Context: an optimization exercise on an open-source flow, tuned for small area, a short achievable clock period and few clock cycles. The choices shown serve that exercise and are no tape-out recipe. In this exercise RTL edits were held to simulation tests only and were not proved equivalent to the original.

==> flow/design.v (excerpt) <==
module cellular_automaton_engine (
    input  wire        clk,
    input  wire        rst,         
    input  wire        req_valid,
    output wire        req_ready,
    input  wire [63:0] req_data,
    output wire        rsp_valid,
    input  wire        rsp_ready,
    output wire [63:0] rsp_data
);
Size in the first run: about 7700 cells after synthesis, about 130 I/O pins.
export LEC_CHECK = 0
export CAP_MARGIN = 20
export CORE_MARGIN = 2
export CORE_UTILIZATION = 60
export PLACE_DENSITY = 0.7
export SLEW_MARGIN = 20
export SYNTH_HIERARCHICAL = 1
export SYNTH_MINIMUM_KEEP_SIZE = 0
create_clock -name core_clock -period 14.0 [get_ports {clk}]
standard.sh (not shown) runs the stock make flow with config.mk's settings and CLKGATE_MAP_FILE= SYNTH_SCRIPT=/design/flow/synth_recipe.tcl, a recipe that flattens the netlist after the stock synthesis.
==> flow/flow/run.sh <==
#!/bin/bash
# The standard ORFS layout (standard.sh: standard synthesis, floorplan,
# placement, CTS, routing, finish), with the setup repair asked to keep a
# larger margin under the design's clock period so that it works on the
# design's real critical paths. The SDC, clock period and I/O delays are
# the standard flow's, unchanged. make's full output goes to flow_make.log here; ORFS's
# per-step logs stay under orfs/logs/.
set -euo pipefail
cd "$(dirname "$0")/.."
bash standard.sh SETUP_SLACK_MARGIN=10 TNS_END_PERCENT=100 finish > flow_make.log 2>&1
Testbench counts at the start, summed over its fixed seeds: cycles 2,882.
Then changed:
--- a/flow/flow/run.sh
+++ b/flow/flow/run.sh
@@ -10 +10 @@
-bash standard.sh SETUP_SLACK_MARGIN=10 TNS_END_PERCENT=100 finish > flow_make.log 2>&1
+bash standard.sh SETUP_SLACK_MARGIN=10 TNS_END_PERCENT=20 finish > flow_make.log 2>&1
--- a/flow/config.mk
+++ b/flow/config.mk
@@ -10,2 +10,2 @@
-export CORE_UTILIZATION = 60
-export PLACE_DENSITY = 0.7
+export CORE_UTILIZATION = 50
+export PLACE_DENSITY = 0.6
Outcome: Wire length increases by 0.68%; design area stays flat; cell count went up by 3.3%; via count is lower by 2.3%; die area increases by 20%; maximum frequency is about the same; global-route usage goes down by 6.5 points; synthesized area does not change; count of clock-buffer cells in the layout rises by 16; worst setup slack gains 0.0044 ns; core utilization went down by 12 points.
Then changed:
--- a/flow/flow/run.sh
+++ b/flow/flow/run.sh
@@ -10 +10 @@
-bash standard.sh SETUP_SLACK_MARGIN=10 TNS_END_PERCENT=20 finish > flow_make.log 2>&1
+bash standard.sh SETUP_SLACK_MARGIN=10 TNS_END_PERCENT=100 finish > flow_make.log 2>&1
Result: Design area hardly moves; clock-buffer cell count grows by 8; worst hold slack got worse by 0.0071 ns; maximum frequency grows slightly; synthesized area stays the same.

========
cellular_automaton_engine, a different RTL version from the one above (not shown whole).
Size in the first run: about 7500 cells after synthesis, ~71000 µm² of cells after synthesis.
Design cellular_automaton_engine, start of the top module:
module cellular_automaton_engine (
    input  wire        clk,
    input  wire        rst,         
    input  wire        req_valid,
    output wire        req_ready,
    input  wire [63:0] req_data,
    output wire        rsp_valid,
    input  wire        rsp_ready,
    output wire [63:0] rsp_data
);
export LEC_CHECK = 0
export CAP_MARGIN = 20
export CORE_MARGIN = 2
export CORE_UTILIZATION = 50
export PLACE_DENSITY = 0.6
export SLEW_MARGIN = 20
export SYNTH_HIERARCHICAL = 1
export SYNTH_MINIMUM_KEEP_SIZE = 0
create_clock -name core_clock -period 14.0 [get_ports {clk}]
==> flow/flow/run.sh <==
#!/bin/bash
# The standard ORFS layout (standard.sh: standard synthesis, floorplan,
# placement, CTS, routing, finish), with the setup repair asked to keep a
# larger margin under the design's clock period so that it works on the
# design's real critical paths. The SDC, clock period and I/O delays are
# the standard flow's, unchanged. make's full output goes to flow_make.log here; ORFS's
# per-step logs stay under orfs/logs/.
set -euo pipefail
cd "$(dirname "$0")/.."
bash standard.sh SETUP_SLACK_MARGIN=10 TNS_END_PERCENT=5 finish > flow_make.log 2>&1
The starting point went through all stages and came out clean.
Testbench counts at the start, summed over its fixed seeds: cycles 2,882.
Next try:
--- a/flow/flow/run.sh
+++ b/flow/flow/run.sh
@@ -10 +10 @@
-bash standard.sh SETUP_SLACK_MARGIN=10 TNS_END_PERCENT=5 finish > flow_make.log 2>&1
+bash standard.sh SETUP_SLACK_MARGIN=10 TNS_END_PERCENT=10 finish > flow_make.log 2>&1
The new run finished clean.
Wire length hardly moves.
Critical path depth grows by 1.
Worst setup slack gains 0.0096 ns.
Final cell count barely changes.
Maximum frequency barely changes.
Via count barely changes.
Area after synthesis stays the same.
Synthesized cell count stays the same.
Next try:
--- a/flow/flow/run.sh
+++ b/flow/flow/run.sh
@@ -10 +10 @@
-bash standard.sh SETUP_SLACK_MARGIN=10 TNS_END_PERCENT=10 finish > flow_make.log 2>&1
+bash standard.sh SETUP_SLACK_MARGIN=10 TNS_END_PERCENT=100 finish > flow_make.log 2>&1
Effect:
- The new run passed the timing, design-rule and antenna checks
- sequential share of layout area came out lower by 0.55 points
- via count increases by 1.3%
- setup slack gains 0.098 ns
- first-iteration DRC count came out lower by 1.2%
- synthesized cell count stays the same
- design area climbs by 3.1%
- fmax increases by 2.3%
- core utilization rose by 1.8 points
- wire length goes down by 0.31%

## what the ideal ports hide
How much do the figures lean on ideal ports? The routed layouts below were timed once more, with nothing changed but the port constraints. Step 1 sets driving cells, clkbuf_16 on the clock port and buf_2 on the other inputs (assumed; they add their load-dependent delay and slew). Step 2, shift: input delay + t, output delay - t, t = (earliest + latest rising clock arrival at the registers) / 2. This alone moves slack from input paths to output paths. a / b / c = ideal / step 1 / step 2; a / b = the first two.
run | t (ns) | setup slack, ns | slew at the worst register clock pin (ns)
the first run of note 1 | 0.802 | 9.650 / 9.650 / 9.093 | 0.07 / 0.07
the second run of note 1 | 0.799 | 9.655 / 9.655 / 8.984 | 0.07 / 0.07
the third run of note 1 | 0.815 | 9.675 / 9.675 / 9.127 | 0.07 / 0.07
the first run of note 2 | 0.794 | 9.576 / 9.576 / 9.008 | 0.07 / 0.07
the second run of note 2 | 0.793 | 9.585 / 9.585 / 9.007 | 0.07 / 0.07
the third run of note 2 | 0.819 | 9.683 / 9.683 / 9.057 | 0.07 / 0.07
After both steps setup and hold are still met in every run listed. For the second run of note 1, which loses most, drivers alone change the setup slack by 0.000 ns; drivers and shift together by -0.671 ns.
